This design comes from an exercise in tuning for small area on the open sky130 flow, not from production work. Function was checked by simulation only, so behaviour that the tests miss may differ from the original. Power is estimated from default activity; no workload was simulated.

==> design/flow/design.v <==
module zcpf_nec (
    input  wire       clk,
    input  wire       rst,
    input  wire       zc_in,
    input  wire       ir_in,
    input  wire       dt_tick,
    input  wire       tb_tick,
    input  wire [3:0] addr,
    input  wire [7:0] wdata,
    input  wire       rd,
    input  wire       wr,
    output reg  [7:0] rdata,
    output wire       gate_n
);
    localparam [2:0] S_IDLE    = 3'd0;
    localparam [2:0] S_MARK    = 3'd1;
    localparam [2:0] S_SPACE   = 3'd2;
    localparam [2:0] S_HIGHBIT = 3'd3;
    localparam [2:0] S_LOWBIT  = 3'd4;
    localparam [2:0] S_REPEAT  = 3'd5;
    function [7:0] lut;
        input [3:0] l;
        begin
            lut[7] = ~l[3] & ~(l[2] & l[1]);
            lut[6] = ~(l[3] | (~l[2] & l[1] & l[0]) | (l[2] & ~l[1]));
            lut[5] = (~l[3] & ~l[2] & l[0]) | (~l[2] & ~l[1] & ~l[0]) | (l[2] & l[1] & ~l[0]);
            lut[4] = l[3] | ~(l[1] ^ l[0]);
            lut[3] = ~(l[3] ^ l[0]);
            lut[2] = ~l[2];
            lut[1] = ~l[1];
            lut[0] = ~l[0];
        end
    endfunction
    function [3:0] pa_idx;
        input       k;
        input [3:0] l;
        begin
            pa_idx = {l[3] | k, l[2] & ~k, l[1] & ~k, l[0] | k};
        end
    endfunction
    localparam [7:0] DLY_C1 = 8'h68;
    function [7:0] elut;
        input [3:0] l;
        begin
            elut[7] = l[1] | ~l[0];
            elut[6] = ~l[1];
            elut[5] = ~l[3] & l[0];
            elut[4] = ~l[3];
            elut[3] = l[2] & l[1] & l[0];
            elut[2] = l[2] & l[1];
            elut[1] = (l[3] | l[2]) & l[0];
            elut[0] = (l[3] & ~l[0]) | l[2];
        end
    endfunction
    localparam [7:0] KICK_START  = 8'hFF;
    localparam [7:0] KICK_LAST   = 8'hFA;    
    localparam [4:0] PULSE_START = 5'h1F;
    localparam [4:0] PULSE_LAST  = 5'h14;    
    function [7:0] lfsr8;                    
        input [7:0] v;
        lfsr8 = {v[6:0], v[7] ^ v[5] ^ v[4] ^ v[3]};
    endfunction
    function [4:0] lfsr5;                    
        input [4:0] v;
        lfsr5 = {v[3:0], v[4] ^ v[2]};
    endfunction
    reg  [2:0]  ir_state;
    reg  [7:0]  dly_cnt;     
    reg         dly_armed;
    reg         gate;
    reg         run;
    reg  [3:0]  level;
    reg         start_req;
    reg  [7:0]  kick_cnt;    
    reg  [15:0] tb_cnt;
    reg  [7:0]  hc_cnt;
    reg  [7:0]  ovf_cnt;
    reg         ir_level;
    reg  [15:0] ivc;         
    reg  [31:1] acc;
    reg  [4:0]  bitcnt;
    reg  [31:0] frame;
    reg  [1:0]  ir_idle;
    reg         frame_rdy;
    reg         rpt_pend;
    reg         ovf_f;
    reg         zc_f;
    reg  [4:0]  pulse_cnt;   
    reg         zc_prev;
    reg         ir_prev;
    wire ir_now = ~ir_in;
    wire zc_ev  = zc_in & ~zc_prev;
    wire ir_ev  = ir_now ^ ir_prev;
    wire kick_on = (kick_cnt != 8'd0);
    wire [7:0] phase_angle = lut(pa_idx(kick_on, level));
    wire wr_level = wr && addr == 4'h0;
    wire wr_ctrl  = wr && addr == 4'h1;
    wire wr_flags = wr && addr == 4'h4;
    wire [3:0] lvl_n = wdata[7] ? 4'd0 : (wdata[6:0] > 7'd9) ? 4'd9 : wdata[3:0];
    reg  [3:0] w_level;
    reg        w_run;
    reg  [7:0] w_kick;
    reg        w_start_req;
    always @* begin
        w_level     = level;
        w_run       = run;
        w_kick      = kick_cnt;
        w_start_req = start_req;
        if (wr_level) begin
            w_level     = lvl_n;
            w_start_req = 1'b0;
            if (lvl_n == 4'd0) begin
                w_run  = 1'b0;
                w_kick = 8'd0;
            end else if (!run && start_req) begin
                w_run  = 1'b1;
                w_kick = KICK_START;
            end
        end else if (wr_ctrl) begin
            w_start_req = wdata[0];
        end
    end
    wire w_kick_on = (w_kick != 8'd0);
    wire [7:0] w_pa = elut(pa_idx(w_kick_on, w_level));
    wire w_full = w_kick_on || (w_level[3] && w_level[0]);
    wire dly_zero = (dly_cnt == 8'd0);
    wire expire   = dt_tick && dly_armed && !zc_ev && dly_zero;
    wire [7:0] dly_x = zc_ev ? w_pa : dly_cnt;
    wire [7:0] n_dly = (dt_tick && (zc_ev || (dly_armed && !dly_zero))) ?
                       ((dly_x == DLY_C1) ? 8'd0 : lfsr8(dly_x)) : dly_x;
    wire n_armed = zc_ev || (dly_armed && !expire);
    wire n_gate  = (zc_ev && w_run && w_full) || (gate && !expire);
    wire [7:0] n_kick = (zc_ev && w_kick_on) ?
                       ((w_kick == KICK_LAST) ? 8'd0 : lfsr8(w_kick)) : w_kick;
    wire pulse_start = expire && w_run;
    wire iv_hi0   = (ivc[15:10] == 6'd0);
    wire [9:0] ivl = ivc[9:0];
    wire iv_ge787 = !iv_hi0 || ivl >= 10'd787;
    wire iv_lt394 = iv_hi0 && ivl < 10'd394;
    wire iv_bit   = iv_hi0 && ivl >= 10'd56 && ivl <= 10'd84;
    wire iv_low   = iv_hi0 && ivl >= 10'd56 && ivl <= 10'd252;
    wire iv_b     = !iv_hi0 || ivl >= 10'd168;
    reg  [2:0] n_state;
    reg  [4:0] n_bitcnt;
    reg        n_frame_ld;
    reg        rpt_set;
    reg        err;
    always @* begin
        n_state    = ir_state;
        n_bitcnt   = bitcnt;
        n_frame_ld = 1'b0;
        rpt_set    = 1'b0;
        err        = 1'b0;
        if (ir_ev) begin
            case (ir_state)
                S_IDLE: begin
                    if (ir_now) begin
                        n_state  = S_MARK;
                        n_bitcnt = 5'd0;
                    end
                end
                S_MARK: begin
                    err     = !iv_ge787;
                    n_state = S_SPACE;
                end
                S_SPACE: begin
                    n_state = iv_lt394 ? S_REPEAT : S_HIGHBIT;
                end
                S_HIGHBIT: begin
                    err     = !iv_bit;
                    n_state = S_LOWBIT;
                end
                S_LOWBIT: begin
                    err      = !iv_low;
                    n_state  = S_HIGHBIT;
                    n_bitcnt = bitcnt + 5'd1;
                    if (!err && bitcnt == 5'd31) begin
                        n_frame_ld = 1'b1;
                        n_state    = S_IDLE;
                    end
                end
                S_REPEAT: begin
                    err     = !iv_bit;
                    rpt_set = iv_bit;
                    n_state = S_IDLE;
                end
                default: n_state = S_IDLE;
            endcase
            if (err) begin
                n_state  = S_IDLE;
                n_bitcnt = 5'd0;
            end
        end
    end
    wire acc_sh = ir_ev && ir_state[2];
    wire [31:0] acc_new = {iv_b, acc[31:1]};
    wire ovf = tb_tick && (tb_cnt == 16'hFFFF);
    wire [1:0] e_idle = ir_ev ? 2'd0 : ir_idle;
    wire [1:0] n_idle = (ovf && e_idle != 2'd2) ? e_idle + 2'd1 : e_idle;
    wire n_frame_rdy = (frame_rdy && !(wr_flags && wdata[0])) || n_frame_ld;
    wire n_rpt_pend  = ((rpt_pend && !(wr_flags && wdata[1])) || rpt_set) &&
                       !(ovf && n_idle == 2'd2);
    wire n_ovf_f     = (ovf_f && !(wr_flags && wdata[2])) || ovf;
    wire n_zc_f      = (zc_f && !(wr_flags && wdata[3])) || zc_ev;
    reg [7:0] rd_view;
    always @* begin
        case (addr)
            4'h0: rd_view = {4'd0, level};
            4'h1: rd_view = {7'd0, start_req};
            4'h2: rd_view = phase_angle;
            4'h3: rd_view = {3'd0, ir_level, dly_armed, gate, kick_on, run};
            4'h4: rd_view = {4'd0, zc_f, ovf_f, rpt_pend, frame_rdy};
            4'h5: rd_view = hc_cnt;
            4'h6: rd_view = ovf_cnt;
            4'h7: rd_view = {ir_state, bitcnt};
            4'h8: rd_view = frame[7:0];
            4'h9: rd_view = frame[15:8];
            4'hA: rd_view = frame[23:16];
            4'hB: rd_view = frame[31:24];
            default: rd_view = 8'd0;
        endcase
    end
    always @(posedge clk) begin
        zc_prev <= zc_in;
        ir_prev <= ir_now;
        if (acc_sh)
            acc <= acc_new[31:1];
        if (ir_ev)
            ivc <= {15'd0, tb_tick};
        else
            ivc <= ivc + {15'd0, tb_tick};
        dly_cnt <= n_dly;
        if (rst) begin
            ir_state  <= S_IDLE;
            dly_armed <= 1'b0;
            gate      <= 1'b0;
            run       <= 1'b0;
            level     <= 4'd0;
            start_req <= 1'b0;
            kick_cnt  <= 8'd0;
            tb_cnt    <= 16'd0;
            hc_cnt    <= 8'd0;
            ovf_cnt   <= 8'd0;
            ir_level  <= 1'b0;
            bitcnt    <= 5'd0;
            frame     <= 32'd0;
            ir_idle   <= 2'd0;
            frame_rdy <= 1'b0;
            rpt_pend  <= 1'b0;
            ovf_f     <= 1'b0;
            zc_f      <= 1'b0;
            pulse_cnt <= 5'd0;
            rdata     <= 8'd0;
        end else begin
            ir_state  <= n_state;
            dly_armed <= n_armed;
            gate      <= n_gate;
            run       <= w_run;
            level     <= w_level;
            start_req <= w_start_req;
            kick_cnt  <= n_kick;
            tb_cnt    <= tb_cnt + {15'd0, tb_tick};
            if (zc_ev)
                hc_cnt <= hc_cnt + 8'd1;
            if (ovf)
                ovf_cnt <= ovf_cnt + 8'd1;
            if (ir_ev)
                ir_level <= ir_now;
            bitcnt    <= n_bitcnt;
            if (n_frame_ld)
                frame <= acc_new;
            ir_idle   <= n_idle;
            frame_rdy <= n_frame_rdy;
            rpt_pend  <= n_rpt_pend;
            ovf_f     <= n_ovf_f;
            zc_f      <= n_zc_f;
            if (pulse_start)
                pulse_cnt <= PULSE_START;
            else if (pulse_cnt == PULSE_LAST)
                pulse_cnt <= 5'd0;
            else if (pulse_cnt != 5'd0)
                pulse_cnt <= lfsr5(pulse_cnt);
            if (rd)
                rdata <= rd_view;
        end
    end
    assign gate_n = ~(gate | (pulse_cnt != 5'd0));
endmodule
==> design/flow/flow/run.sh <==
#!/bin/bash
# Own layout flow: the standard synthesis, then a stronger area-oriented
# re-mapping of its combinational logic (registers untouched), then the
# standard ORFS layout with smaller port buffers and no CTS dummy loads.
set -euo pipefail
W=$(pwd)
R=$W/orfs/results/$FLOW_PLATFORM/zcpf_nec/base
LIB=$FLOW_HOME/platforms/$FLOW_PLATFORM/lib/sky130_fd_sc_hd__tt_025C_1v80.lib
PCFG=$FLOW_HOME/platforms/$FLOW_PLATFORM/config.mk

# 1. standard synthesis
bash standard.sh synth > $W/log_1_standard_synth.txt 2>&1
cp $R/1_2_yosys.v $W/std_1_2_yosys.v

# 2. re-map the combinational logic; sequential cells are kept as they are.
# ABC's deepsyn is randomized: run it from several seeds in parallel and keep
# the smallest netlist that keeps the standard synthesis's registers.
regs() { grep -oE '^\s*sky130_fd_sc_hd__(df|edf|sdf|dl)[a-z0-9_]+ +[^ ]+' "$1" | sed 's/^ *//' | sort; }
SEEDS="1 7 13 21"
for S in $SEEDS; do
  sed "s/@SEED@/$S/" $W/flow/reopt.abc.in > $W/reopt_$S.abc
  bash $W/flow/reopt.sh $W/std_1_2_yosys.v $W/reopt_$S.v $W/reopt_$S.abc \
    $FLOW_TOP $LIB $PCFG $W/log_2_reopt_$S.txt $W/reopt_stat_$S &
done
wait || true
BEST=""; BESTA=""
for S in $SEEDS; do
  A=$(grep -oE "Chip area for module .*: [0-9.]+" $W/reopt_stat_${S}_after.txt 2>/dev/null | awk '{print $NF}' || true)
  if [[ -n "$A" ]] && diff <(regs $W/std_1_2_yosys.v) <(regs $W/reopt_$S.v) > /dev/null; then
    echo "seed $S: area $A" >> $W/log_2_choice.txt
    if [[ -z "$BESTA" ]] || awk "BEGIN{exit !($A < $BESTA)}"; then BEST=$S; BESTA=$A; fi
  else
    echo "seed $S: failed or changed the registers" >> $W/log_2_choice.txt
  fi
done
if [[ -n "$BEST" ]]; then
  echo "using seed $BEST ($BESTA)" >> $W/log_2_choice.txt
  cp $W/reopt_$BEST.v $R/1_2_yosys.v
  touch $R/1_2_yosys.v
else
  echo "keeping the standard netlist" >> $W/log_2_choice.txt
fi

# 3. layout
export BUFFER_PORTS_ARGS="-buffer_cell sky130_fd_sc_hd__buf_1"
export CTS_ARGS="-sink_clustering_enable -repair_clock_nets -dont_use_dummy_load -buf_list {sky130_fd_sc_hd__clkbuf_4 sky130_fd_sc_hd__clkbuf_8}"
bash standard.sh finish > $W/log_3_standard_finish.txt 2>&1
test -f $W/out/final.def
==> design/flow/flow/reopt.abc.in <==
&get -n
&st
&deepsyn -T 150 -S @SEED@ -t
&dch -f
&nf -a -R 1000
&put
print_stats
==> design/flow/flow/reopt.sh <==
#!/bin/bash
# Re-map the combinational logic of a mapped netlist with a stronger ABC script.
# Sequential cells and tie cells are kept as they are.
# usage: reopt.sh IN.v OUT.v ABC_SCRIPT TOP LIB PLATFORM_CONFIG LOG STAT_PREFIX
set -euo pipefail
IN=$1; OUT=$2; ABCS=$3; TOP=$4; LIB=$5; PCFG=$6; LOG=$7; STAT=$8
DU=$(sed -n '/^export DONT_USE_CELLS/,/^#/p' $PCFG | grep -oE 'sky130_fd_sc_hd__[A-Za-z0-9_]+' | sed 's/^/-dont_use /' | tr '\n' ' ')
YS=$(mktemp --suffix=.ys -p $(dirname $OUT))
cat > $YS <<EOF
read_liberty -ignore_miss_func $LIB
read_verilog $IN
hierarchy -top $TOP
blackbox sky130_fd_sc_hd__df* sky130_fd_sc_hd__edf* sky130_fd_sc_hd__sdf* sky130_fd_sc_hd__dl* sky130_fd_sc_hd__conb_1
tee -o ${STAT}_before.txt stat -liberty $LIB
flatten
rename -hide w:*.*
opt_clean -purge
abc -liberty $LIB $DU -dont_use sky130_fd_sc_hd__buf_1 -dont_use sky130_fd_sc_hd__buf_4 -script $ABCS
opt_clean -purge
delete =sky130_fd_sc_hd__*
read_liberty -lib -ignore_miss_func $LIB
opt_clean -purge
hilomap -singleton -hicell sky130_fd_sc_hd__conb_1 HI -locell sky130_fd_sc_hd__conb_1 LO
splitnets
opt_clean -purge
insbuf -buf sky130_fd_sc_hd__buf_4 A X
check -assert -mapped
tee -o ${STAT}_after.txt stat -liberty $LIB
write_verilog -noattr -nohex -nodec $OUT
EOF
yosys -s $YS > $LOG 2>&1
rm -f $YS
==> design/flow/standard.sh <==
#!/bin/bash
# synth_recipe.tcl (not shown) runs the flow's synth.tcl, then flattens the netlist and writes it again
# the make line also repeats each setting of config.mk as NAME=value (left out here)
make -C /OpenROAD-flow-scripts/flow DESIGN_CONFIG=/design/flow/config.mk WORK_HOME=/design/flow/orfs CLKGATE_MAP_FILE= SYNTH_SCRIPT=/design/flow/synth_recipe.tcl "${@:-finish}"
==> design/flow/config.mk <==
export PLATFORM = sky130hd
export DESIGN_NAME = zcpf_nec
export DESIGN_NICKNAME = zcpf_nec
export VERILOG_FILES = /design/flow/design.v
export SDC_FILE = /design/flow/constraint.sdc
export NUM_CORES = 4
export LEC_CHECK = 0
export CAP_MARGIN = 20
export CORE_MARGIN = 2
export CORE_UTILIZATION = 70
export CTS_BUF_LIST = sky130_fd_sc_hd__clkbuf_4 sky130_fd_sc_hd__clkbuf_8
export SLEW_MARGIN = 20
==> design/flow/constraint.sdc <==
create_clock -name core_clock -period 10.0 [get_ports {clk}]
set_input_delay 2.0000 -clock core_clock [delete_from_list [all_inputs] [get_ports {clk}]]
set_output_delay 2.0000 -clock core_clock [all_outputs]
set_load 0.01 [all_outputs]
==> results of run 1 <==
[state kept, by name (all words and copies together) (netlist names), 2 cells and up]
register and count:
ir_idle 2, dly_cnt 8, acc 31, level 4, ir_state 3, bitcnt 5
hc_cnt 8, frame 32, pulse_cnt 5, ovf_cnt 8, rdata 8, ivc 16
kick_cnt 8, tb_cnt 16
[power by group]
group          internal (mW)  switching, mW  total (mW)
Clock                  0.150          0.201       0.351
Combinational         0.0441         0.0702       0.114
Sequential             0.705         0.0280       0.733
[cell usage in the layout, fill, tap and decap left out, types with 7 or more instances in the layout]
cell type,n
a21oi_1,60
a221oi_1,8
a222oi_1,11
a22o_1,33
a22oi_1,11
a31oi_1,7
and2_0,12
and3_1,25
buf_1,27
clkbuf_8,17
dfxtp_1,134
edfxtp_1,31
nand2_1,40
nand3_1,10
nor2_1,82
nor3_1,44
nor3b_1,8
o21a_1,14
o21ai_0,21
o22ai_1,7
xnor2_1,8
xor2_1,7
[critical path, delay by kind of cell]
family | cells | cell delay, ns
buf+inv | 1 | 0.22
simple gates | 15 | 3.67
[how the worst max path moves through the flow]
stage	end	slack, ns	depth (start not counted)
5_1_grt	ovf_cnt[7]	4.01	16
3_5_place_dp	ovf_cnt[7]	4.03	16
2_1_floorplan	frame[31]	4.26	9
4_1_cts	ovf_cnt[7]	4.45	16
6_report	ovf_cnt[7]	4.40	16
3_3_place_gp	ovf_cnt[7]	4.32	16
[per-stage QoR]
stage	setup slack (ns)	total power [mW]	cells
2_1_floorplan	4.26	0.818	636
5_1_grt	4.01	1.25	795
3_5_place_dp	4.03	0.858	778
6_report	4.40	1.20	795
3_3_place_gp	4.32	0.852	777
4_1_cts	4.45	1.20	795
[layout make-up]
| cell class | instances | area [um2] | area share, % |
|---|---|---|---|
| Tap cell | 108 | 135 | 1.96 |
| Inverter | 5 | 18.8 | 0.272 |
| Clock buffer | 17 | 234 | 3.39 |
| Multi-Input combinational cell | 466 | 2740 | 39.7 |
| Timing Repair Buffer | 34 | 159 | 2.30 |
| Sequential cell | 165 | 3610 | 52.4 |
[routing by layer]
layer / up-vias / part of all wire (%)
met3: 38 / 7.7
met1: 2480 / 41
li1: 2530 / -
met2: 244 / 49
met4: 0 / 2.1
met5: - / 0
==> impl_metrics.tcl, run 1 <==
set metrics [dict create \
    status "timing/DRC/antenna clean" \
    drt-total-wl_um 14700 \
    drt-vias-per-instance 6.66 \
    final_cell_area_um2 6900 \
    cts_tree "yes" \
    clock_sinks 165 \
    syn_nets 656 \
    rsz0062_at_grt "no" \
    clock_skew_ns 0.0372 \
    maxCapViolCount 0 \
    cts-root-buf "clkbuf_8" \
    grt_pass1_vias 5031 \
    grt_use_met3_pct 7.10 \
    start_util_pct 72.7 \
    grt_pass1_wl_um 23900 \
    syn-cell-area_um2 6370 \
    avgSynthCellArea_um2 10.0 \
    cts.clk_slew.worst_paths_ns 0.10 \
    grtUsageMet2_pct 52.5 \
    ys.warnings.count 1 \
    final.setup.tns_ns 0 \
    rrSetupSlack_ns 5.88 \
    start_kind "primary input" \
    fmax_mhz 179 \
    gr-usage-met1_pct 38.4 \
    netlist_instances 636 \
    drive_above_1_share_pct 3.78 \
    crit_slowest_cell "and3_1" \
    die_x_um 99.4 \
    holdWs_ns 0.427 \
    worst_slew_pin_slew_ns 1.01 \
    reg2reg_to "ovf_cnt[7]" \
    hold_end "acc[5]" \
    slew_viol_final 0 \
    arrival_ns 5.88 \
    ir_worst_vdd_mv 0.122 \
    dieArea_um2 9880 \
    period_minus_slack_ns 5.60 \
    leakagePower_nw 2.53 \
    ant_nets 0 \
    crit_top_cell "and3_1" \
    cts_max_level 4 \
    r2r.worst_path.cells 15 \
    drt_iter0_drc 456 \
    rows 34 \
    min_path_type "reg -> reg" \
    wl_per_cell_um 18.4 \
    post-route-util_pct 78.8 \
    worstReg2RegStart "tb_cnt[0]" \
    critical_path_class "in -> reg" \
    ioPinCount 29 \
    insertion_delay_ns 0.45 \
    route.detailed.drc 0 \
    gp_congestion 0.841 \
    nets 709 \
    holdCritStartpoint "acc[6]" \
    holdBufCountCts 0 \
    finalSetupViolCount 0 \
    slew_headroom_pct 32.0 \
    place_area_um2 6670 \
    first_pass_iters 8 \
    crit_path_max_fanout 11 \
    power_density_nw_per_um2 174 \
    antenna_found_initial 0 \
    core_area_um2 8760 \
    startpoint "tb_tick" \
    cts-resized-gates 0 \
    critPathMaxStageDelay_ns 0.41 \
    io_buffers 28 \
    cts_buffers 17 \
    grt.total_usage_pct 30.7 \
    area_delta_synth_final_pct 8.37 \
    fillers 596 \
    die_h_um 99.4 \
    critPathCaptureType "register" \
    via_count 5292 \
    clock_path_buffers 2 \
    post_cts_buffers 0 \
    hold_violations 0 \
    crit_chain "buf_1 -> and3_1 -> and3_1 -> and2_0 -> and3_1 -> and2_0 -> and3_1 -> and2_0 -> and3_1 -> and2_0 -> and3_1 -> and3_1 -> and3_1 -> and3_1 -> and3_1 -> nor3_1" \
    fin_crit_sh_pct 56.0 \
    hold_depth 0 \
    diodes 0 \
    grt-busiest-layer "met2" \
    required_ns 10.29 \
    grt_max_degree 62 \
    grt_overflow 0 \
    dp_hpwl_um 10100 \
]
==> inputs of run 2 (changes only) <==
--- a/design/flow/design.v
+++ b/design/flow/design.v
@@ -53,7 +53,7 @@
         end
     endfunction
     localparam [7:0] KICK_START  = 8'hFF;
-    localparam [7:0] KICK_LAST   = 8'hFA;    
+    localparam [7:0] KICK_RUN    = 8'hF4;    
     localparam [4:0] PULSE_START = 5'h1F;
     localparam [4:0] PULSE_LAST  = 5'h14;    
     function [7:0] lfsr8;                    
@@ -68,14 +68,12 @@
     reg  [7:0]  dly_cnt;     
     reg         dly_armed;
     reg         gate;
-    reg         run;
     reg  [3:0]  level;
     reg         start_req;
     reg  [7:0]  kick_cnt;    
     reg  [15:0] tb_cnt;
     reg  [7:0]  hc_cnt;
     reg  [7:0]  ovf_cnt;
-    reg         ir_level;
     reg  [15:0] ivc;         
     reg  [31:1] acc;
     reg  [4:0]  bitcnt;
@@ -91,36 +89,34 @@
     wire ir_now = ~ir_in;
     wire zc_ev  = zc_in & ~zc_prev;
     wire ir_ev  = ir_now ^ ir_prev;
-    wire kick_on = (kick_cnt != 8'd0);
+    wire run     = (kick_cnt != 8'd0);
+    wire kick_on = run && (kick_cnt != KICK_RUN);
     wire [7:0] phase_angle = lut(pa_idx(kick_on, level));
     wire wr_level = wr && addr == 4'h0;
     wire wr_ctrl  = wr && addr == 4'h1;
     wire wr_flags = wr && addr == 4'h4;
     wire [3:0] lvl_n = wdata[7] ? 4'd0 : (wdata[6:0] > 7'd9) ? 4'd9 : wdata[3:0];
     reg  [3:0] w_level;
-    reg        w_run;
     reg  [7:0] w_kick;
     reg        w_start_req;
     always @* begin
         w_level     = level;
-        w_run       = run;
         w_kick      = kick_cnt;
         w_start_req = start_req;
         if (wr_level) begin
             w_level     = lvl_n;
             w_start_req = 1'b0;
             if (lvl_n == 4'd0) begin
-                w_run  = 1'b0;
                 w_kick = 8'd0;
             end else if (!run && start_req) begin
-                w_run  = 1'b1;
                 w_kick = KICK_START;
             end
         end else if (wr_ctrl) begin
             w_start_req = wdata[0];
         end
     end
-    wire w_kick_on = (w_kick != 8'd0);
+    wire w_run     = (w_kick != 8'd0);
+    wire w_kick_on = w_run && (w_kick != KICK_RUN);
     wire [7:0] w_pa = elut(pa_idx(w_kick_on, w_level));
     wire w_full = w_kick_on || (w_level[3] && w_level[0]);
     wire dly_zero = (dly_cnt == 8'd0);
@@ -130,8 +126,7 @@
                        ((dly_x == DLY_C1) ? 8'd0 : lfsr8(dly_x)) : dly_x;
     wire n_armed = zc_ev || (dly_armed && !expire);
     wire n_gate  = (zc_ev && w_run && w_full) || (gate && !expire);
-    wire [7:0] n_kick = (zc_ev && w_kick_on) ?
-                       ((w_kick == KICK_LAST) ? 8'd0 : lfsr8(w_kick)) : w_kick;
+    wire [7:0] n_kick = (zc_ev && w_kick_on) ? lfsr8(w_kick) : w_kick;
     wire pulse_start = expire && w_run;
     wire iv_hi0   = (ivc[15:10] == 6'd0);
     wire [9:0] ivl = ivc[9:0];
@@ -140,66 +135,52 @@
     wire iv_bit   = iv_hi0 && ivl >= 10'd56 && ivl <= 10'd84;
     wire iv_low   = iv_hi0 && ivl >= 10'd56 && ivl <= 10'd252;
     wire iv_b     = !iv_hi0 || ivl >= 10'd168;
+    wire st_idle  = (ir_state == S_IDLE);
+    wire st_mark  = !ir_state[2] && !ir_state[1] && ir_state[0];
+    wire st_space = ir_state[1] && !ir_state[0];
+    wire st_high  = ir_state[1] && ir_state[0];
+    wire st_low   = ir_state[2] && !ir_state[0];
+    wire st_rep   = ir_state[2] && ir_state[0];
     reg  [2:0] n_state;
     reg  [4:0] n_bitcnt;
     reg        n_frame_ld;
     reg        rpt_set;
-    reg        err;
     always @* begin
         n_state    = ir_state;
         n_bitcnt   = bitcnt;
         n_frame_ld = 1'b0;
         rpt_set    = 1'b0;
-        err        = 1'b0;
         if (ir_ev) begin
-            case (ir_state)
-                S_IDLE: begin
-                    if (ir_now) begin
-                        n_state  = S_MARK;
-                        n_bitcnt = 5'd0;
-                    end
-                end
-                S_MARK: begin
-                    err     = !iv_ge787;
-                    n_state = S_SPACE;
-                end
-                S_SPACE: begin
-                    n_state = iv_lt394 ? S_REPEAT : S_HIGHBIT;
-                end
-                S_HIGHBIT: begin
-                    err     = !iv_bit;
-                    n_state = S_LOWBIT;
-                end
-                S_LOWBIT: begin
-                    err      = !iv_low;
-                    n_state  = S_HIGHBIT;
-                    n_bitcnt = bitcnt + 5'd1;
-                    if (!err && bitcnt == 5'd31) begin
-                        n_frame_ld = 1'b1;
-                        n_state    = S_IDLE;
-                    end
-                end
-                S_REPEAT: begin
-                    err     = !iv_bit;
-                    rpt_set = iv_bit;
-                    n_state = S_IDLE;
-                end
-                default: n_state = S_IDLE;
-            endcase
-            if (err) begin
-                n_state  = S_IDLE;
-                n_bitcnt = 5'd0;
+            if (st_idle) begin
+                if (ir_now) n_state = S_MARK;
+            end else if (st_mark) begin
+                n_state = iv_ge787 ? S_SPACE : S_IDLE;
+            end else if (st_space) begin
+                n_state = iv_lt394 ? S_REPEAT : S_HIGHBIT;
+            end else if (st_high) begin
+                n_state = iv_bit ? S_LOWBIT : S_IDLE;
+                if (!iv_bit) n_bitcnt = 5'd0;
+            end else if (st_low) begin
+                n_bitcnt = iv_low ? bitcnt + 5'd1 : 5'd0;
+                n_state  = (iv_low && bitcnt != 5'd31) ? S_HIGHBIT : S_IDLE;
+                n_frame_ld = iv_low && bitcnt == 5'd31;
+            end else begin
+                n_state = S_IDLE;
+                rpt_set = iv_bit;
             end
         end
     end
     wire acc_sh = ir_ev && ir_state[2];
     wire [31:0] acc_new = {iv_b, acc[31:1]};
     wire ovf = tb_tick && (tb_cnt == 16'hFFFF);
-    wire [1:0] e_idle = ir_ev ? 2'd0 : ir_idle;
-    wire [1:0] n_idle = (ovf && e_idle != 2'd2) ? e_idle + 2'd1 : e_idle;
+    wire ir_seen = !(ir_idle[1] && ir_idle[0]);
+    wire [1:0] n_idle;
+    assign n_idle[1] = !ir_ev && (ir_idle[1] || (ovf && ir_idle[0]));
+    assign n_idle[0] = ir_ev ? ovf : (ir_idle[1] ? ir_idle[0] : (ir_idle[0] ^ ovf));
+    wire rpt_clr = ovf && !ir_ev && (ir_idle[1] || ir_idle[0]);
+    wire ir_level = ir_prev && ir_seen;
     wire n_frame_rdy = (frame_rdy && !(wr_flags && wdata[0])) || n_frame_ld;
-    wire n_rpt_pend  = ((rpt_pend && !(wr_flags && wdata[1])) || rpt_set) &&
-                       !(ovf && n_idle == 2'd2);
+    wire n_rpt_pend  = ((rpt_pend && !(wr_flags && wdata[1])) || rpt_set) && !rpt_clr;
     wire n_ovf_f     = (ovf_f && !(wr_flags && wdata[2])) || ovf;
     wire n_zc_f      = (zc_f && !(wr_flags && wdata[3])) || zc_ev;
     reg [7:0] rd_view;
@@ -234,17 +215,15 @@
             ir_state  <= S_IDLE;
             dly_armed <= 1'b0;
             gate      <= 1'b0;
-            run       <= 1'b0;
             level     <= 4'd0;
             start_req <= 1'b0;
             kick_cnt  <= 8'd0;
             tb_cnt    <= 16'd0;
             hc_cnt    <= 8'd0;
             ovf_cnt   <= 8'd0;
-            ir_level  <= 1'b0;
             bitcnt    <= 5'd0;
             frame     <= 32'd0;
-            ir_idle   <= 2'd0;
+            ir_idle   <= 2'd3;
             frame_rdy <= 1'b0;
             rpt_pend  <= 1'b0;
             ovf_f     <= 1'b0;
@@ -255,7 +234,6 @@
             ir_state  <= n_state;
             dly_armed <= n_armed;
             gate      <= n_gate;
-            run       <= w_run;
             level     <= w_level;
             start_req <= w_start_req;
             kick_cnt  <= n_kick;
@@ -264,8 +242,6 @@
                 hc_cnt <= hc_cnt + 8'd1;
             if (ovf)
                 ovf_cnt <= ovf_cnt + 8'd1;
-            if (ir_ev)
-                ir_level <= ir_now;
             bitcnt    <= n_bitcnt;
             if (n_frame_ld)
                 frame <= acc_new;
--- a/design/flow/flow/run.sh
+++ b/design/flow/flow/run.sh
@@ -18,7 +18,7 @@
 regs() { grep -oE '^\s*sky130_fd_sc_hd__(df|edf|sdf|dl)[a-z0-9_]+ +[^ ]+' "$1" | sed 's/^ *//' | sort; }
 SEEDS="1 7 13 21"
 for S in $SEEDS; do
-  sed "s/@SEED@/$S/" $W/flow/reopt.abc.in > $W/reopt_$S.abc
+  sed "s/@SEED@/$S/; s/@SEED2@/$((S + 50))/" $W/flow/reopt.abc.in > $W/reopt_$S.abc
   bash $W/flow/reopt.sh $W/std_1_2_yosys.v $W/reopt_$S.v $W/reopt_$S.abc \
     $FLOW_TOP $LIB $PCFG $W/log_2_reopt_$S.txt $W/reopt_stat_$S &
 done
==> design/flow/flow/reopt.abc.in (replaced) <==
&get -n
&st
&deepsyn -J 200 -S @SEED@ -t
&dch -f
&nf -a -p -F 10 -A 10 -C 32 -R 1000
&st
&deepsyn -J 200 -S @SEED2@ -t
&dch -f
&nf -a -p -F 10 -A 10 -C 32 -R 1000
&put
print_stats
==> run 2 against run 1 <==
Compared with the run above:
- still clean on timing, DRC and antenna
- clock skew fell by 0.00096 ns
- routed wire length fell by 2.3%
- cell area shrank 1.1%
- non-clock buffer count up 1
- sequential share of layout area hardly changed
- largest cell class unchanged
==> impl_metrics.tcl, run 2 <==
set metrics [dict create \
    clkPwrFrac_pct 31.4 \
    cts_max_level 4 \
    grt_max_degree 38 \
    holdWs_ns 0.437 \
    clock_sinks 163 \
    cts.clk_slew.worst_paths_ns 0.09 \
    rows 34 \
    largest_reg_flops 32 \
    critical_path_class "in -> reg" \
    rsz0062_at_grt "no" \
    ys.warnings.count 1 \
    status "timing/DRC/antenna clean" \
    route.detailed.drc 0 \
    grt.total_usage_pct 30.4 \
    place_ws_ns 4.17 \
    diodes 0 \
    largestRegisters "frame (32), acc (31)" \
    multiInputGateArea_um2 2680 \
    die_x_um 98.8 \
    finalSetupViolCount 0 \
    arrival_ns 5.69 \
    ioPinCount 29 \
    grt_pass1_vias 4939 \
    regArea_um2 3570 \
    leakagePower_nw 2.59 \
    drt_iter0_drc 489 \
    fmax_mhz 185 \
    pwr-share-seq_pct 62.4 \
    gp_congestion 0.880 \
    insertion_delay_ns 0.44 \
    start_util_pct 72.2 \
    min_path_type "reg -> reg" \
    power_switching_mw 0.252 \
    nets 717 \
    area_delta_synth_final_pct 8.45 \
    switching_share_pct 22.8 \
    cts-root-buf "clkbuf_8" \
    slew_headroom_pct 41.7 \
    setup_slack_ns 4.60 \
    cts_tree "yes" \
    post_cts_buffers 0 \
    via_count 5332 \
    die_h_um 98.8 \
    critPathCaptureType "register" \
    ir_worst_vdd_mv 0.118 \
    final_cell_mix "dfxtp_1, a21oi_1, o21ai_0, nor2_1, nand2_1" \
    power_density_nw_per_um2 162 \
    wl_per_cell_um 17.8 \
    drive_above_1_share_pct 3.60 \
    post-route-util_pct 78.3 \
    first_pass_iters 6 \
    p_int_mw 0.852 \
    place_inst 785 \
    start_kind "primary input" \
    period_minus_slack_ns 5.40 \
    ant_nets 0 \
    holdBufCountCts 0 \
    grt_overflow 0 \
    required_ns 10.29 \
    antenna_found_initial 0 \
    clock_skew_ns 0.0363 \
    drt-vias-per-instance 6.64 \
    grt_pass1_wl_um 23900 \
    hold_violations 0 \
    cts_buffers 17 \
    avgSynthCellArea_um2 9.79 \
    clock_path_buffers 2 \
    mostFrequentLayoutCell "dfxtp_1" \
    drt-total-wl_um 14300 \
    dp_hpwl_um 10000 \
    largest_register "frame" \
    dieArea_um2 9770 \
    netlist_instances 643 \
    fillers 560 \
    fin_crit_sh_pct 54.0 \
    syn-cell-area_um2 6290 \
    fin_cells 803 \
    final_cell_area_um2 6830 \
    power.total_mw 1.10 \
    syn_nets 663 \
    core_area_um2 8720 \
    worst_slew_pin_slew_ns 0.872 \
    slew_viol_final 0 \
    final.setup.tns_ns 0 \
    cts-resized-gates 0 \
    crit_path_max_fanout 9 \
    place_area_um2 6580 \
    power_frac_comb_pct 6.2 \
    io_buffers 28 \
    maxCapViolCount 0 \
]
[run 2: cell count changes in the layout (fill, tap and decap cells not counted), sizes merged, moves of 5 or more]
cell | previous run | this run
o21ai | 21 | 62
nor2 | 84 | 56
a222oi | 11 | 3
nor3b | 8 | 3
o21a | 14 | 5
a211o | 5 | 0
clkinv | 5 | 13
nand3 | 10 | 16
nand2 | 40 | 54
nor3 | 44 | 34
a22oi | 11 | 3
a21oi | 60 | 72
[run 2: layout make-up]
| class | instances | area share, % |
|---|---|---|
| flip-flops and latches | 163 | 52.4 |
| inverters | 13 | 0.715 |
| multi-input cells | 467 | 39.2 |
| repair buffers | 35 | 2.27 |
| clock buffers | 17 | 3.43 |
| well taps | 108 | 1.98 |
[run 2: critical path: stages]
cell and delay [ns]:
buf_1 0.21, and3_1 0.24, and2_0 0.23, and3_1 0.26, and3_1 0.20, and2_0 0.23, and3_1 0.21, and2_0 0.23
and3_1 0.22, and2_0 0.26, and3_1 0.38, and3_1 0.29, and3_1 0.26, and3_1 0.25, and3_1 0.18, nor3_1 0.05
[run 2: power by group through the flow]
stage | clock network, mW | registers [mW] | logic [mW]
6_report | 0.347 | 0.688 | 0.0683
5_1_grt | 0.376 | 0.689 | 0.0755
4_1_cts | 0.350 | 0.688 | 0.0667
3_5_place_dp | 0 | 0.703 | 0.0663
3_3_place_gp | 0 | 0.702 | 0.0634
2_1_floorplan | 0 | 0.701 | 0.0415
[run 2: worst paths after layout]
kind | startpoint | end | slack [ns] | depth (start not counted)
worst max-delay path | tb_tick | ovf_cnt[7] | 4.60 | 16
worst min-delay path | acc[28] | acc[27] | 0.44 | 0
worst max register to register | ivc[11] | frame[12] | 6.06 | 14
worst min register to register | acc[28] | acc[27] | 0.44 | 0
[run 2: per-layer routing]
layer	up-vias	part of all wire (%)	global-route usage, %
li1	2532	-	-
met1	2506	44	43.9
met2	271	46	46.6
met3	23	9.3	7.02
met4	0	1.3	8.11
met5	-	0	0
==> inputs of run 3 (changes only) <==
--- a/design/flow/flow/run.sh
+++ b/design/flow/flow/run.sh
@@ -16,13 +16,17 @@
 # ABC's deepsyn is randomized: run it from several seeds in parallel and keep
 # the smallest netlist that keeps the standard synthesis's registers.
 regs() { grep -oE '^\s*sky130_fd_sc_hd__(df|edf|sdf|dl)[a-z0-9_]+ +[^ ]+' "$1" | sed 's/^ *//' | sort; }
-SEEDS="1 7 13 21"
-for S in $SEEDS; do
+SEEDS="1 7 13 21 3 31 42 77"
+run_seed() {
+  local S=$1
   sed "s/@SEED@/$S/; s/@SEED2@/$((S + 50))/" $W/flow/reopt.abc.in > $W/reopt_$S.abc
   bash $W/flow/reopt.sh $W/std_1_2_yosys.v $W/reopt_$S.v $W/reopt_$S.abc \
-    $FLOW_TOP $LIB $PCFG $W/log_2_reopt_$S.txt $W/reopt_stat_$S &
-done
-wait || true
+    $FLOW_TOP $LIB $PCFG $W/log_2_reopt_$S.txt $W/reopt_stat_$S || true
+}
+for S in 1 7 13 21; do run_seed $S & done
+wait
+for S in 3 31 42 77; do run_seed $S & done
+wait
 BEST=""; BESTA=""
 for S in $SEEDS; do
   A=$(grep -oE "Chip area for module .*: [0-9.]+" $W/reopt_stat_${S}_after.txt 2>/dev/null | awk '{print $NF}' || true)
==> design/flow/config.mk (replaced) <==
export PLATFORM = sky130hd
export DESIGN_NAME = zcpf_nec
export DESIGN_NICKNAME = zcpf_nec
export VERILOG_FILES = /design/flow/design.v
export SDC_FILE = /design/flow/constraint.sdc
export NUM_CORES = 4
export LEC_CHECK = 0
export CAP_MARGIN = 5
export CORE_MARGIN = 2
export CORE_UTILIZATION = 80
export GPL_TIMING_DRIVEN = 0
export SLEW_MARGIN = 5
==> run 3 against run 2 <==
Compared with the run above:
- cell area is 0.53% lower
- area after synthesis is 0.28% lower
- sequential share of layout area is 0.28 points higher
- worst hold slack better by 0.0050 ns
- still clean
- total power is 11% higher
- critical endpoint is now ovf_cnt[6]
- global-route usage is 10 points higher
- utilization is 11 points higher
- clock skew is 0.0040 ns lower
- clock-buffer cell count stayed put
- non-clock buffer count is 4 lower
- fmax is 8.8% lower
==> impl_metrics.tcl, run 3 <==
set metrics [dict create \
    status "timing/DRC/antenna clean" \
    ioPinCount 29 \
    wl_per_cell_um 21.2 \
    worst_slew_pin_slew_ns 1.20 \
    hold_violations 0 \
    cts_max_level 4 \
    cts.clk_slew.worst_paths_ns 0.09 \
    netlist_instances 652 \
    final_cell_mix "dfxtp_1, nor2_1, a21oi_1, o21ai_0, nand2_1" \
    clock_sinks 163 \
    mostFrequentLayoutCell "dfxtp_1" \
    clock_path_buffers 2 \
    r2r.worst_path.cells 16 \
    fmax_mhz 169 \
    cts_tree "yes" \
    start_util_pct 82.1 \
    fin_crit_sh_pct 59.2 \
    dieArea_um2 8570 \
    nets 722 \
    power_switching_mw 0.328 \
    post_cts_buffers 0 \
    worstReg2RegStart "tb_cnt[0]" \
    grt_pass1_vias 5452 \
    route.detailed.drc 0 \
    power.total_mw 1.22 \
    period_minus_slack_ns 5.92 \
    rows 32 \
    drive_above_1_share_pct 3.29 \
    largest_reg_flops 32 \
    core_area_um2 7650 \
    holdBufCountCts 0 \
    pwr-share-seq_pct 58.5 \
    first_pass_iters 8 \
    min_path_type "reg -> reg" \
    grt_overflow 0 \
    syn_nets 672 \
    ant_nets 0 \
    clkPwrFrac_pct 28.7 \
    largestRegisters "frame (32), acc (31)" \
    p_int_mw 0.894 \
    rrSetupSlack_ns 5.59 \
    cts-root-buf "clkbuf_8" \
    slew_viol_final 0 \
    diodes 0 \
    reg2reg_to "ovf_cnt[6]" \
    place_inst 785 \
    endpoint "ovf_cnt[6]" \
    drt-total-wl_um 17000 \
    maxCapViolCount 0 \
    final_cell_area_um2 6790 \
    clock_skew_ns 0.0323 \
    rsz0062_at_grt "no" \
    area_delta_synth_final_pct 8.17 \
    arrival_ns 6.28 \
    finalSetupViolCount 0 \
    start_kind "primary input" \
    power_frac_comb_pct 12.8 \
    cts-resized-gates 0 \
    gp_congestion 0.988 \
    switching_share_pct 26.8 \
    cts_buffers 17 \
    grt_max_degree 34 \
    largest_register "frame" \
    grt.total_usage_pct 40.8 \
    io_buffers 28 \
    dp_hpwl_um 11300 \
    fillers 380 \
    slew_headroom_pct 19.7 \
    crit_path_max_fanout 8 \
    required_ns 10.36 \
    die_h_um 92.6 \
    power_density_nw_per_um2 180 \
    ys.warnings.count 1 \
    via_count 5813 \
    ir_worst_vdd_mv 0.148 \
    drt-vias-per-instance 7.25 \
    fin_cells 802 \
    critPathCaptureType "register" \
    syn-cell-area_um2 6280 \
    final.setup.tns_ns 0 \
    drt_iter0_drc 755 \
    leakagePower_nw 2.53 \
    grt_pass1_wl_um 27000 \
    avgSynthCellArea_um2 9.63 \
    startpoint "tb_tick" \
    place_area_um2 6560 \
    insertion_delay_ns 0.44 \
    antenna_found_initial 0 \
    die_x_um 92.6 \
    critical_path_class "in -> reg" \
]
## run 3: changes by cell type in the layout (fill, tap and decap cells not counted), sizes merged, moves of 4 or more
cell    before  now
nor2        56   77
nor3        34   45
nand2       54   47
xnor2        8    2
a21oi       72   67
nand2b       7   12
o31ai        1    6
a41oi        4    0
buf         35   31
## run 3: worst min-delay path by stage
stage / depth (start not counted) / slack (ns) / start / end
finish: 0 / 0.44 / acc[31] / acc[30]
global route: 0 / 0.45 / acc[31] / acc[30]
CTS: 0 / 0.45 / acc[31] / acc[30]
detailed placement: 0 / 0.44 / acc[4] / acc[3]
global placement: 0 / 0.43 / acc[30] / acc[29]
floorplan: 2 / 0.43 / pulse_cnt[1] / pulse_cnt[2]
## run 3: area by class of cell
cell class / instances / area (um2) / area share (%)
Clock buffer: 17 / 234 / 3.45
Inverter: 12 / 45.0 / 0.663
Multi-Input combinational cell: 477 / 2670 / 39.3
Sequential cell: 163 / 3570 / 52.6
Tap cell: 102 / 128 / 1.88
Timing Repair Buffer: 31 / 144 / 2.12
## run 3: critical path, cell delays in order
cell     delay [ns]
buf_1          0.26
and3_1         0.25
and2_0         0.24
and3_1         0.27
and3_1         0.21
and2_0         0.25
and3_1         0.25
and2_0         0.25
and3_1         0.23
and2_0         0.27
and3_1         0.38
and3_1         0.26
and2_0         0.26
and3_1         0.25
and2_0         0.28
o21ai_0        0.15
a21oi_1        0.21
## run 3: power by group through the flow
stage / sequential (mW) / clock, mW / combinational (mW)
after floorplan: 0.723 / 0 / 0.106
after global placement: 0.726 / 0 / 0.141
after detailed placement: 0.729 / 0 / 0.149
after CTS: 0.714 / 0.348 / 0.151
after global routing: 0.718 / 0.372 / 0.173
final: 0.715 / 0.351 / 0.156
## run 3: through the flow
stage	utilization (%)	hold slack [ns]	setup slack, ns
6_report	88.8	0.442	4.08
5_1_grt	88.8	0.451	3.72
4_1_cts	88.8	0.447	4.11
3_5_place_dp	85.7	0.439	3.86
3_3_place_gp	85.1	0.429	2.61
2_1_floorplan	-	0.426	4.18
## run 3: per-layer routing
metal  GRT usage (%)  up-vias  routed length, um
met1            49.1     2685               6070
met5               0        -                  0
met2            68.9      469               8230
li1                -     2551                  -
met4            18.9        0                890
met3            10.3      108               1780
==> inputs of run 4 (changes only) <==
--- a/design/flow/config.mk
+++ b/design/flow/config.mk
@@ -7,6 +7,6 @@
 export LEC_CHECK = 0
 export CAP_MARGIN = 5
 export CORE_MARGIN = 2
-export CORE_UTILIZATION = 80
+export CORE_UTILIZATION = 70
 export GPL_TIMING_DRIVEN = 0
 export SLEW_MARGIN = 5
==> run 4 against run 3 <==
Compared with the run above:
- routed wire length shrank 12%
- combinational power shrank 4%
- fmax is 6.4% higher
- total power is 0.54% lower
- utilization decreased by 11 points
- synthesized cell count is the same
- clock power about the same
==> impl_metrics.tcl, run 4 <==
set metrics [dict create \
    grt_pass1_vias 4971 \
    mostFrequentLayoutCell "dfxtp_1" \
    holdBufCountCts 0 \
    setup_slack_ns 4.44 \
    clock_skew_ns 0.0414 \
    status "timing/DRC/antenna clean" \
    drive_above_1_share_pct 3.29 \
    clock_sinks 163 \
    largestRegisters "frame (32), acc (31)" \
    power_frac_comb_pct 12.3 \
    power_density_nw_per_um2 179 \
    first_pass_iters 5 \
    dp_hpwl_um 10200 \
    fin_crit_sh_pct 55.6 \
    top_layer "met4" \
    gp_congestion 0.941 \
    grt_max_degree 34 \
    post-route-util_pct 77.9 \
    min_path_type "reg -> reg" \
    slew_viol_final 0 \
    syn-cell-area_um2 6280 \
    dieArea_um2 9740 \
    drt_iter0_drc 490 \
    place_ws_ns 4.03 \
    wl_per_cell_um 18.5 \
    critical_path_class "in -> reg" \
    cts.clk_slew.worst_paths_ns 0.08 \
    start_kind "primary input" \
    syn_nets 672 \
    cts_tree "yes" \
    leakagePower_nw 2.53 \
    fmax_mhz 180 \
    cts-root-buf "clkbuf_8" \
    arrival_ns 5.86 \
    dr_wl_met3_um 1280 \
    antenna_found_initial 0 \
    avgSynthCellArea_um2 9.63 \
    drt-vias-per-instance 6.64 \
    final_cell_area_um2 6790 \
    crit_path_max_fanout 8 \
    grt.total_usage_pct 31.4 \
    switching_share_pct 26.4 \
    largest_register "frame" \
    ir_worst_vdd_mv 0.163 \
    wl_met2_um 6830 \
    cts_max_level 4 \
    clock_path_buffers 2 \
    netlist_instances 652 \
    insertion_delay_ns 0.45 \
    grt_pass1_wl_um 24200 \
    period_minus_slack_ns 5.56 \
    pwr-share-seq_pct 58.8 \
    die_h_um 98.7 \
    fin_cells 808 \
    hold_violations 0 \
    required_ns 10.30 \
    core_area_um2 8720 \
    cts-resized-gates 0 \
    ioPinCount 29 \
    p_int_mw 0.894 \
    area_delta_synth_final_pct 8.23 \
    power_switching_mw 0.322 \
    power.total_mw 1.22 \
    rows 34 \
    final.setup.tns_ns 0 \
    final_cell_mix "dfxtp_1, nor2_1, a21oi_1, o21ai_0, nand2_1" \
    drt-total-wl_um 14900 \
    ant_nets 0 \
    wl_met1_um 6260 \
    start_util_pct 72.0 \
    rsz0062_at_grt "no" \
    slew_headroom_pct 23.5 \
    maxCapViolCount 0 \
    io_buffers 28 \
    clkPwrFrac_pct 29.0 \
    post_cts_buffers 0 \
    worst_slew_pin_slew_ns 1.14 \
    route.detailed.drc 0 \
    place_area_um2 6560 \
    nets 722 \
    ys.warnings.count 1 \
    holdWs_ns 0.452 \
    critPathCaptureType "register" \
    finalSetupViolCount 0 \
    cts_buffers 17 \
    largest_reg_flops 32 \
    diodes 0 \
    via_count 5368 \
    die_x_um 98.7 \
    grt_overflow 0 \
    place_inst 791 \
]
-- run 4: cell types whose count changed in the layout (fill, tap and decap cells not counted) --
| cell | previous run | this run |
|---|---|---|
| buf_4 | 0 | 1 |
| buf_6 | 2 | 1 |
-- run 4: power groups by stage --
stage / combinational [mW] / sequential (mW) / clock [mW]
floorplan: 0.106 / 0.723 / 0
global placement: 0.139 / 0.726 / 0
detailed placement: 0.145 / 0.728 / 0
CTS: 0.146 / 0.714 / 0.354
global route: 0.167 / 0.717 / 0.377
finish: 0.149 / 0.715 / 0.352
-- run 4: metal layers --
| layer | GRT usage, % | up-vias |
|---|---|---|
| met2 | 49.3 | 248 |
| met1 | 41.4 | 2519 |
| met3 | 8.30 | 50 |
| li1 | - | 2551 |
| met4 | 13.8 | 0 |
| met5 | 0 | - |
-- run 4: cell type report --
type,count,area [um2]
clock buffers,17,234
fillers,625,1930
flip-flops and latches,163,3570
inverters,12,45.0
multi-input cells,477,2670
well taps,108,135
repair buffers,31,140
-- run 4: worst max-delay path, cell delays in order --
cell	delay, ns
buf_1	0.22
and3_1	0.24
and2_0	0.24
and3_1	0.26
and3_1	0.21
and2_0	0.26
and3_1	0.22
and2_0	0.23
and3_1	0.22
and2_0	0.22
and3_1	0.37
and3_1	0.24
and2_0	0.24
and3_1	0.22
and2_0	0.24
and3_1	0.18
nor3_1	0.04
-- run 4: path summary, 6_finish.rpt --
check | start | end | slack (ns) | depth (start not counted)
min | acc[30] | acc[29] | 0.45 | 0
min reg2reg | acc[30] | acc[29] | 0.45 | 0
max | tb_tick | ovf_cnt[7] | 4.44 | 17
max reg2reg | tb_cnt[0] | ovf_cnt[7] | 5.90 | 16

-- what the ideal ports hide --
No port has a modelled driver above. Below, the same layouts with a new extraction and two added sets of constraints. Step 1 (the two cells are an assumption about what drives the block):
set clk [get_ports {clk}]
set_driving_cell -lib_cell sky130_fd_sc_hd__clkbuf_16 $clk
set_driving_cell -lib_cell sky130_fd_sc_hd__buf_2 [delete_from_list [all_inputs] $clk]
Step 2 times the ports against the registers' clock, not the clock port: input delays grow and output delays shrink by t, the midpoint of the rising clock arrivals with the driver on. Slacks: ideal / step 1 / step 2; pairs: ideal / step 1.
run	shift t [ns]	setup slack, ns	worst data-port slew with drivers (ns)
run 1	0.464	4.405 / 4.418 / 3.954	0.05
run 2	0.458	4.600 / 4.615 / 4.158	0.04
run 3	0.464	4.081 / 4.091 / 3.627	0.04
run 4	0.463	4.439 / 4.452 / 3.989	0.05
After both steps every run listed still meets setup and hold. For run 3, which loses most, drivers alone change the setup slack by +0.010 ns; drivers and shift together by -0.454 ns.
